Source: an optimization exercise on an open RTL-to-GDS flow (aim: a short achievable clock period and few clock cycles). Production flows keep margins and buffers that such runs may drop. RTL that was checked went through simulation tests only; none was proved equivalent to the original. Power figures rest on the tool's default switching activity, not on a simulated workload.

==> run R <==
Design tcpu_core, start of the top module:
module tcpu_core (
    input  wire       clk,
    input  wire       rst,
    input  wire       start,
    input  wire [15:0] budget,
    output reg        mem_req,
    output reg        mem_we,
    output reg  [7:0] mem_addr,
    output reg  [7:0] mem_wdata,
    input  wire       mem_ready,
    input  wire [7:0] mem_rdata,
    output reg        tty_valid,
    output reg  [7:0] tty_data,
    output reg  [2:0] status,
    output reg  [7:0] acc,
    output reg  [7:0] pc,
    output reg  [7:0] ir,
    output reg        cf,
    output wire       zf
);
    localparam [2:0] ST_READY   = 3'd0,
                     ST_RUNNING = 3'd1,
                     ST_HALTED  = 3'd2,
                     ST_BUDGET  = 3'd3,
                     ST_DECODE  = 3'd4,
                     ST_UNIMPL  = 3'd5;
    localparam I_IDLE = 0,    
               I_FT   = 1,    
               I_RF   = 2,    
               I_RFN  = 3,    
               I_DEC  = 4,    
               I_X1   = 5,
               I_X2   = 6,
               I_X3   = 7,
               I_X4   = 8,
               I_SPR  = 9,    
  ...
==> flow/config.mk <==
export PLATFORM = sky130hd
export DESIGN_NAME = tcpu_core
export DESIGN_NICKNAME = tcpu_core
export VERILOG_FILES = /design/flow/design.v
export SDC_FILE = /design/flow/constraint.sdc
export NUM_CORES = 4
export LEC_CHECK = 0
export CAP_MARGIN = 20
export CORE_MARGIN = 2
export CORE_UTILIZATION = 25
export SETUP_SLACK_MARGIN = 3.5
export SLEW_MARGIN = 20
==> flow/constraint.sdc <==
create_clock -name core_clock -period 6.0 [get_ports {clk}]
set_input_delay 1.2000 -clock core_clock [delete_from_list [all_inputs] [get_ports {clk}]]
set_output_delay 1.2000 -clock core_clock [all_outputs]
set_load 0.01 [all_outputs]
run.sh (not shown) runs the stock make flow with config.mk's settings and CLKGATE_MAP_FILE= SYNTH_SCRIPT=/design/flow/synth_recipe.tcl, a recipe that flattens the netlist after the stock synthesis.
==> run K: changes against run R <==
--- a/flow/design.v
+++ b/flow/design.v
@@ -3,11 +3,11 @@
     input  wire       rst,
     input  wire       start,
     input  wire [15:0] budget,
     output reg        mem_req,
     output reg        mem_we,
-    output reg  [7:0] mem_addr,
+    output wire [7:0] mem_addr,
     output reg  [7:0] mem_wdata,
     input  wire       mem_ready,
     input  wire [7:0] mem_rdata,
     output reg        tty_valid,
     output reg  [7:0] tty_data,
@@ -85,36 +85,38 @@
                F_STSA = 12,
                F_LDSA = 13,
                F_HALT = 14,
                F_TTYI = 15,
                F_SP   = 16,   
-               F_ADS  = 17;   
-    localparam NF = 18;
+               F_ADS  = 17,   
+               F_FSD  = 18,   
+               F_BEQ  = 19;   
+    localparam NF = 20;
     function [NC+NF-1:0] classify(input [7:0] op);
         reg [NC-1:0] c;
         reg [NF-1:0] f;
         begin
             c = {NC{1'b0}};
             f = {NF{1'b0}};
-            case (op)
-                OP_LDI, OP_ADDI, OP_SUBI, OP_NANDI, OP_ASL: c[C_ALU1] = 1'b1;
-                OP_TTYO, OP_ROL, OP_NOP, OP_AINC, OP_ADEC, OP_RSP: c[C_ONE] = 1'b1;
-                OP_LDR, OP_ADDR, OP_SUBR, OP_NANDR: c[C_LDR] = 1'b1;
-                OP_LDRI: c[C_LDRI] = 1'b1;
-                OP_STR:  c[C_STR]  = 1'b1;
-                OP_STRI: c[C_STRI] = 1'b1;
-                OP_JMP, OP_JEQ, OP_JCS: c[C_JMP] = 1'b1;
-                OP_JMPI, OP_JEQI: c[C_JMPI] = 1'b1;
-                OP_INXR, OP_DEXR: c[C_INXR] = 1'b1;
-                OP_RINC, OP_RDEC: c[C_RINC] = 1'b1;
-                OP_PHA, OP_PHI, OP_STSA: c[C_PUSH] = 1'b1;
-                OP_JSR:  c[C_JSR]  = 1'b1;
-                OP_RTS:  c[C_RTS]  = 1'b1;
-                OP_PLA, OP_LDSA: c[C_PLA] = 1'b1;
-                OP_SINC: c[C_SINC] = 1'b1;
-                default: c[C_STOP] = 1'b1;
-            endcase
+            c[C_ALU1] = (op == OP_LDI) || (op == OP_ADDI) || (op == OP_SUBI) || (op == OP_NANDI) ||
+                        (op == OP_ASL);
+            c[C_ONE]  = (op == OP_TTYO) || (op == OP_ROL) || (op == OP_NOP) || (op == OP_AINC) ||
+                        (op == OP_ADEC) || (op == OP_RSP);
+            c[C_LDR]  = (op == OP_LDR) || (op == OP_ADDR) || (op == OP_SUBR) || (op == OP_NANDR);
+            c[C_LDRI] = (op == OP_LDRI);
+            c[C_STR]  = (op == OP_STR);
+            c[C_STRI] = (op == OP_STRI);
+            c[C_JMP]  = (op == OP_JMP) || (op == OP_JEQ) || (op == OP_JCS);
+            c[C_JMPI] = (op == OP_JMPI) || (op == OP_JEQI);
+            c[C_INXR] = (op == OP_INXR) || (op == OP_DEXR);
+            c[C_RINC] = (op == OP_RINC) || (op == OP_RDEC);
+            c[C_PUSH] = (op == OP_PHA) || (op == OP_PHI) || (op == OP_STSA);
+            c[C_JSR]  = (op == OP_JSR);
+            c[C_RTS]  = (op == OP_RTS);
+            c[C_PLA]  = (op == OP_PLA) || (op == OP_LDSA);
+            c[C_SINC] = (op == OP_SINC);
+            c[C_STOP] = (op == OP_HALT) || (op == OP_TTYI) || (op > OP_PHI);
             f[F_SUB]  = (op == OP_SUBI) || (op == OP_SUBR);
             f[F_NAND] = (op == OP_NANDI) || (op == OP_NANDR);
             f[F_ASL]  = (op == OP_ASL);
             f[F_TTYO] = (op == OP_TTYO);
             f[F_ROL]  = (op == OP_ROL);
@@ -130,14 +132,19 @@
             f[F_HALT] = (op == OP_HALT);
             f[F_TTYI] = (op == OP_TTYI);
             f[F_SP]   = (op == OP_PHA) || (op == OP_PHI) || (op == OP_JSR) || (op == OP_RTS) ||
                         (op == OP_PLA) || (op == OP_LDSA) || (op == OP_STSA) || (op == OP_SINC);
             f[F_ADS]  = (op == OP_ADDI) || (op == OP_ADDR) || (op == OP_SUBI) || (op == OP_SUBR);
+            f[F_FSD]  = (op == OP_JMP) || (op == OP_JMPI) || (op == OP_LDRI) || (op == OP_STRI);
+            f[F_BEQ]  = (op == OP_JEQ);
             classify = {f, c};
         end
     endfunction
     reg [NS-1:0] st;        
+    reg        fsel;        
+    reg        fsf;         
+    reg [7:0]  addr_q;      
     reg        s_ex;        
     reg [NC-1:0] cl;        
     reg [NF-1:0] fl;        
     reg [2:0]  pst;         
     reg [7:0]  b1;          
@@ -157,14 +164,15 @@
     reg        fwd_sp;      
     wire       use_alt = hold | fwd_sp;
     assign zf = (acc == 8'h00);
     wire [7:0] altv = fwd_sp ? spc : alt;
     wire [7:0] rd   = use_alt ? altv : mem_rdata;
-    wire       fast = !b1h && !use_alt;           
-    wire [7:0] slow = b1h ? hb1 : altv;
+    reg        fast;                              
+    reg  [7:0] slow;
     wire [7:0] b1v  = fast ? mem_rdata : slow;    
     wire       en   = mem_ready | ~mem_req;
+    assign mem_addr = fsf ? mem_rdata : (fsel ? slow : addr_q);
     reg        bud_zero;    
     wire s_idle = st[I_IDLE], s_ft = st[I_FT], s_rf = st[I_RF], s_rfn = st[I_RFN],
          s_dec = st[I_DEC], s_x1 = st[I_X1], s_x2 = st[I_X2], s_x3 = st[I_X3],
          s_x4 = st[I_X4], s_spr = st[I_SPR], s_spr2 = st[I_SPR2], s_fl1 = st[I_FL1],
          s_fl2 = st[I_FL2], s_rfh = st[I_RFH];
@@ -206,10 +214,12 @@
     reg        su;          
     reg [7:0]  su_val;
     reg        b_req, b_we;
     reg [7:0]  b_addr, b_wdata;    
     reg        a_late;      
+    reg        a_inc;       
+    reg        n_fsel;
     reg        w_late;      
     reg [2:0]  w_kind;
     reg        n_late;      
     reg [2:0]  a_kind;
     reg        done;
@@ -248,10 +258,12 @@
         b_req     = 1'b0;
         b_we      = 1'b0;
         b_addr    = pc_inc;
         b_wdata   = acc;
         a_late    = 1'b0;
+        a_inc     = 1'b0;
+        n_fsel    = 1'b0;
         w_late    = 1'b0;
         w_kind    = K_LOAD;
         n_late    = 1'b0;
         a_kind    = K_LOAD;
         done      = 1'b0;
@@ -364,26 +376,20 @@
                         endcase
                     end
                     cl[C_LDRI]: begin
                         case (1'b1)
                             s_dec: begin     
-                                b_req = 1'b1; a_late = 1'b1;
+                                n_fsel = 1'b1; b_req = 1'b1;
                                 n_pc = pc_inc; n_st = S(I_X1);
                             end
                             s_x1: begin      
-                                n_nxt = rd; n_st = S(I_X2);
-                            end
-                            s_x2: begin      
-                                b_req = 1'b1; a_late = 1'b1; n_st = S(I_X3);
-                            end
-                            s_x3: begin      
-                                b_req = 1'b1; n_st = S(I_X4);
+                                b_req = 1'b1; b_addr = pc; n_st = S(I_X2);
                             end
                             default: begin   
                                 n_wa = 1'b1; n_late = 1'b1; a_kind = K_LOAD;
                                 done = 1'b1; end_pc = pc;
-                                hand = 1'b1; hop = nxt;
+                                b_req = 1'b1; n_st = S(I_RF);
                             end
                         endcase
                     end
                     cl[C_STR]: begin
                         if (s_dec) begin             
@@ -397,55 +403,52 @@
                         end
                     end
                     cl[C_STRI]: begin
                         case (1'b1)
                             s_dec: begin     
-                                b_req = 1'b1; a_late = 1'b1;
+                                n_fsel = 1'b1; b_req = 1'b1;
+                                b_req = 1'b1; b_we = 1'b1;
                                 n_pc = pc_2; n_st = S(I_X1);
                             end
-                            s_x1: begin      
-                                b_req = 1'b1; b_addr = pc; n_st = S(I_X2);
-                            end
-                            s_x2: begin      
-                                n_fN = (rd == pc);
-                                b_req = 1'b1; b_we = 1'b1; a_late = 1'b1;
-                                n_st = S(I_X3);
-                            end
                             default: begin   
-                                n_nxt = fN ? acc : rd;
                                 done = 1'b1; end_pc = pc;
-                                b_req = 1'b1; n_st = S(I_RFN);
+                                b_req = 1'b1; b_addr = pc; n_st = S(I_FT);
                             end
                         endcase
                     end
                     cl[C_JMP]: begin
                         done = 1'b1; b_req = 1'b1;
-                        if (taken) begin
+                        if (fsel) begin
+                            end_pc = b1v; n_pc = b1v;
+                            a_late = 1'b1; a_inc = 1'b1; n_st = S(I_RF);
+                        end else if (taken) begin
                             end_pc = b1v; n_pc = b1v;
                             a_late = 1'b1; n_st = S(I_FT);
                         end else begin
                             end_pc = pc_inc; n_pc = pc_inc;
                             b_addr = pc_2; n_st = S(I_RF);
                         end
                     end
                     cl[C_JMPI]: begin
                         case (1'b1)
                             s_dec: begin     
-                                b_req = 1'b1;
-                                if (fl[F_JEQ] && !zf) begin
+                                if (fsel) begin
+                                    n_fsel = 1'b1; b_req = 1'b1; n_st = S(I_X2);
+                                end else if (fl[F_JEQ] && !zf) begin
+                                    b_req = 1'b1;
                                     done = 1'b1; end_pc = pc_2; n_pc = pc_2;
                                     b_addr = pc_2; n_st = S(I_FT);
                                 end else begin
-                                    a_late = 1'b1; n_st = S(I_X1);
+                                    b_req = 1'b1; a_late = 1'b1; n_st = S(I_X1);
                                 end
                             end
                             s_x1: begin      
-                                n_st = S(I_X2);
+                                n_fsel = 1'b1; b_req = 1'b1; n_st = S(I_X2);
                             end
                             default: begin   
                                 done = 1'b1; end_pc = rd; n_pc = rd;
-                                b_req = 1'b1; a_late = 1'b1; n_st = S(I_FT);
+                                b_req = 1'b1; a_late = 1'b1; a_inc = 1'b1; n_st = S(I_RF);
                             end
                         endcase
                     end
                     cl[C_INXR]: begin
                         case (1'b1)
@@ -531,15 +534,15 @@
                                 su = 1'b1; su_val = spc_inc;
                                 b_req = 1'b1; b_addr = spc_inc;
                                 n_st = S(I_X1);
                             end
                             s_x1: begin      
-                                n_st = S(I_X2);
+                                n_fsel = 1'b1; b_req = 1'b1; n_st = S(I_X2);
                             end
                             default: begin   
                                 done = 1'b1; end_pc = rd; n_pc = rd;
-                                b_req = 1'b1; a_late = 1'b1; n_st = S(I_FT);
+                                b_req = 1'b1; a_late = 1'b1; a_inc = 1'b1; n_st = S(I_RF);
                             end
                         endcase
                     end
                     cl[C_PLA]: begin
                         case (1'b1)
@@ -576,11 +579,11 @@
                             b_req = 1'b1; b_we = 1'b1; b_addr = 8'hFF; b_wdata = spc;
                         end
                     end
                 endcase
         end
-        if (s_spr2) begin
+        if (s_spr2 && !spv) begin
             n_spc = rd; n_spv = 1'b1; n_spd = 1'b0;
         end else if (su) begin
             n_spc = su_val; n_spv = 1'b1; n_spd = 1'b1;
         end else if (mem_req && mem_we && mem_addr == 8'hFF) begin
             n_spc = mem_wdata; n_spv = 1'b1; n_spd = 1'b0;
@@ -614,15 +617,21 @@
     wire [7:0] lv_s_a  = late_val(slow,      sum_s, a_kind, acc, is_sub, b2x, fl[F_DEC]);
     wire [7:0] lv_f_w  = late_val(mem_rdata, sum_f, w_kind, acc, is_sub, b2x, fl[F_DEC]);
     wire [7:0] lv_s_w  = late_val(slow,      sum_s, w_kind, acc, is_sub, b2x, fl[F_DEC]);
     wire [7:0] f_a     = (n_late && fast) ? lv_f_a : (n_late ? lv_s_a : n_a);
     wire [7:0] f_wdata = (w_late && fast) ? lv_f_w : (w_late ? lv_s_w : b_wdata);
-    wire [7:0] f_addr  = (a_late && fast) ? mem_rdata : (a_late ? slow : b_addr);
+    wire [7:0] f_addr  = (a_late && fast) ? (a_inc ? mem_rdata + 8'd1 : mem_rdata) :
+                         a_late ? (a_inc ? slow + 8'd1 : slow) : b_addr;
     wire [7:0] f_ir = ir_late ? b1v : n_ir;
+    wire flags_final = s_rf || s_rfn || s_rfh || (s_x3 && cl[C_RINC]) ||
+                       (s_dec && cl[C_ONE] && !fl[F_ROL] && !fl[F_AINC] && !fl[F_ADEC]);
+    wire fsd_next = n_cls[NC+F_FSD] ||
+                    flags_final && (n_cls[NC+F_BEQ] && zf || n_cls[NC+F_JCS] && cf);
+    wire n_fwd = mem_req && !mem_we && (mem_addr == 8'hFF) && n_spv && !s_spr && !s_idle;
     wire [NC+NF-1:0] raw_cls = ir_late ? (fast ? classify(mem_rdata) : classify(slow)) :
                                hop_fe ? classify(8'hFE) : classify(nxt);
-    wire             spr_need = raw_cls[NC+F_SP] && !n_spv;
+    wire             spr_need = raw_cls[NC+F_SP] && !spv && !(s_dec && cl[C_ONE] && fl[F_RSP]);
     wire [NC+NF-1:0] n_cls = {raw_cls[NC+NF-1:NC],
                               spr_need ? ({{(NC-1){1'b0}}, 1'b1} << C_SPR) : raw_cls[NC-1:0]};
     always @(posedge clk) begin
         tty_valid <= 1'b0;
         if (rst) begin
@@ -634,26 +643,35 @@
             {fl, cl}  <= classify(8'h00);
             s_ex      <= 1'b0;
             cf        <= 1'b0;
             hold      <= 1'b0;
             fwd_sp    <= 1'b0;
+            fast      <= 1'b1;
             spv       <= 1'b0;
             spd       <= 1'b0;
             b1h       <= 1'b0;
             bud_en    <= 1'b0;
             bud_cnt   <= 15'd0;
             bud_zero  <= 1'b0;
             mem_req   <= 1'b1;
             mem_we    <= 1'b0;
+            fsel      <= 1'b0;
+            fsf       <= 1'b0;
+            addr_q    <= 8'h00;    
         end else if (!en && !s_idle) begin
             if (!use_alt) begin
                 alt     <= mem_rdata;
                 hold    <= 1'b1;
+                fsf     <= 1'b0;
+                fast    <= 1'b0;
+                if (!b1h) slow <= mem_rdata;
             end
         end else begin
             hold      <= 1'b0;
-            fwd_sp    <= mem_req && !mem_we && (mem_addr == 8'hFF) && n_spv && !s_spr && !s_idle;
+            fwd_sp    <= n_fwd;
+            fast      <= !n_b1h && !n_fwd;
+            slow      <= n_b1h ? n_hb1 : n_spc;    
             st        <= n_st;
             status    <= n_status;
             pst       <= n_pst;
             pc        <= n_pc;
             ir        <= f_ir;
@@ -671,19 +689,21 @@
             spc       <= n_spc;
             spv       <= n_spv;
             spd       <= n_spd;
             mem_req   <= b_req;
             mem_we    <= b_we;
-            mem_addr  <= f_addr;
+            addr_q    <= f_addr;
+            fsel      <= upd_ir ? fsd_next : n_fsel;
+            fsf       <= (upd_ir ? fsd_next : n_fsel) && !n_b1h && !n_fwd;
             mem_wdata <= f_wdata;
             if (n_wa) acc <= f_a;
             if (w_late) w <= f_wdata;
             if (n_tty) begin
                 tty_valid <= 1'b1;
                 tty_data  <= acc;
             end
-            if (s_idle && n_status == ST_RUNNING) begin
+            if (s_idle && status == ST_READY && start) begin
                 bud_en   <= (budget != 16'd0) && !budget[15];
                 bud_cnt  <= budget[14:0];
                 bud_zero <= 1'b0;    
             end else if (done && !bud_zero && bud_en) begin
                 bud_cnt  <= bud_cnt - 15'd1;
==> comparison table <==
                                                                           run R             run K
Run status                                                        finished clean    finished clean
Post-route design area                                                 38800 um2         37900 um2
Vertical die dimension                                                    308 um            310 um
Launch point of the worst hold path                          fl[17]$_SDFFE_PP0P_  b1h$_SDFFE_PP0N_
Slew at the pin closest to its max-slew limit                           0.984 ns           1.17 ns
Number of flip-flops and latches in the synthesized netlist                  216               197
Minimum setup slack among reg-to-reg paths                               2.64 ns           2.58 ns
Number of tapcells                                                          1186              1254
Maximum vdd ir drop                                                     0.267 mV          0.319 mV
Met1 wire length                                                        53700 um          56100 um
Endpoint with the worst hold slack                           fl[17]$_SDFFE_PP0P_  b1h$_SDFFE_PP0N_
Post-synthesis adder-cell area fraction                                    3.71%             2.90%
Starting Density                                                           25.2%             25.2%
DP Cell Count                                                               4317              4485
Testbench counts of run K, summed over its fixed seeds: cycles 200,980.
The RTL of run R was laid out without a check of its function.

==> port drivers added, routing unchanged <==
In the flow no input, the clock included, has a driving cell. The finished layouts below were timed again as built, in two steps.
Step 1: set_driving_cell puts a clkbuf_16 on clk and a buf_2 on each other input, an assumption about the parent block.
Step 2 adds t to the input delays and takes it off the output delays; t is the mean of the earliest and latest rising clock arrival at the registers after step 1. Input paths then give back, and output paths get back, about the clock's delay inside the block.
a / b / c = ideal / step 1 / step 2; a / b = the first two.
| run | t, ns | slack for setup (ns) | cell pins on the clock port's net |
|---|---|---|---|
| run R | 0.702 | 2.645 / 2.645 / 2.118 | 1 |
| run K | 0.615 | 2.578 / 2.578 / 2.313 | 1 |
After both steps every run listed still meets setup and hold. The setup slack of run R, which loses most, moves by 0.000 ns with the drivers and by -0.527 ns with both steps.
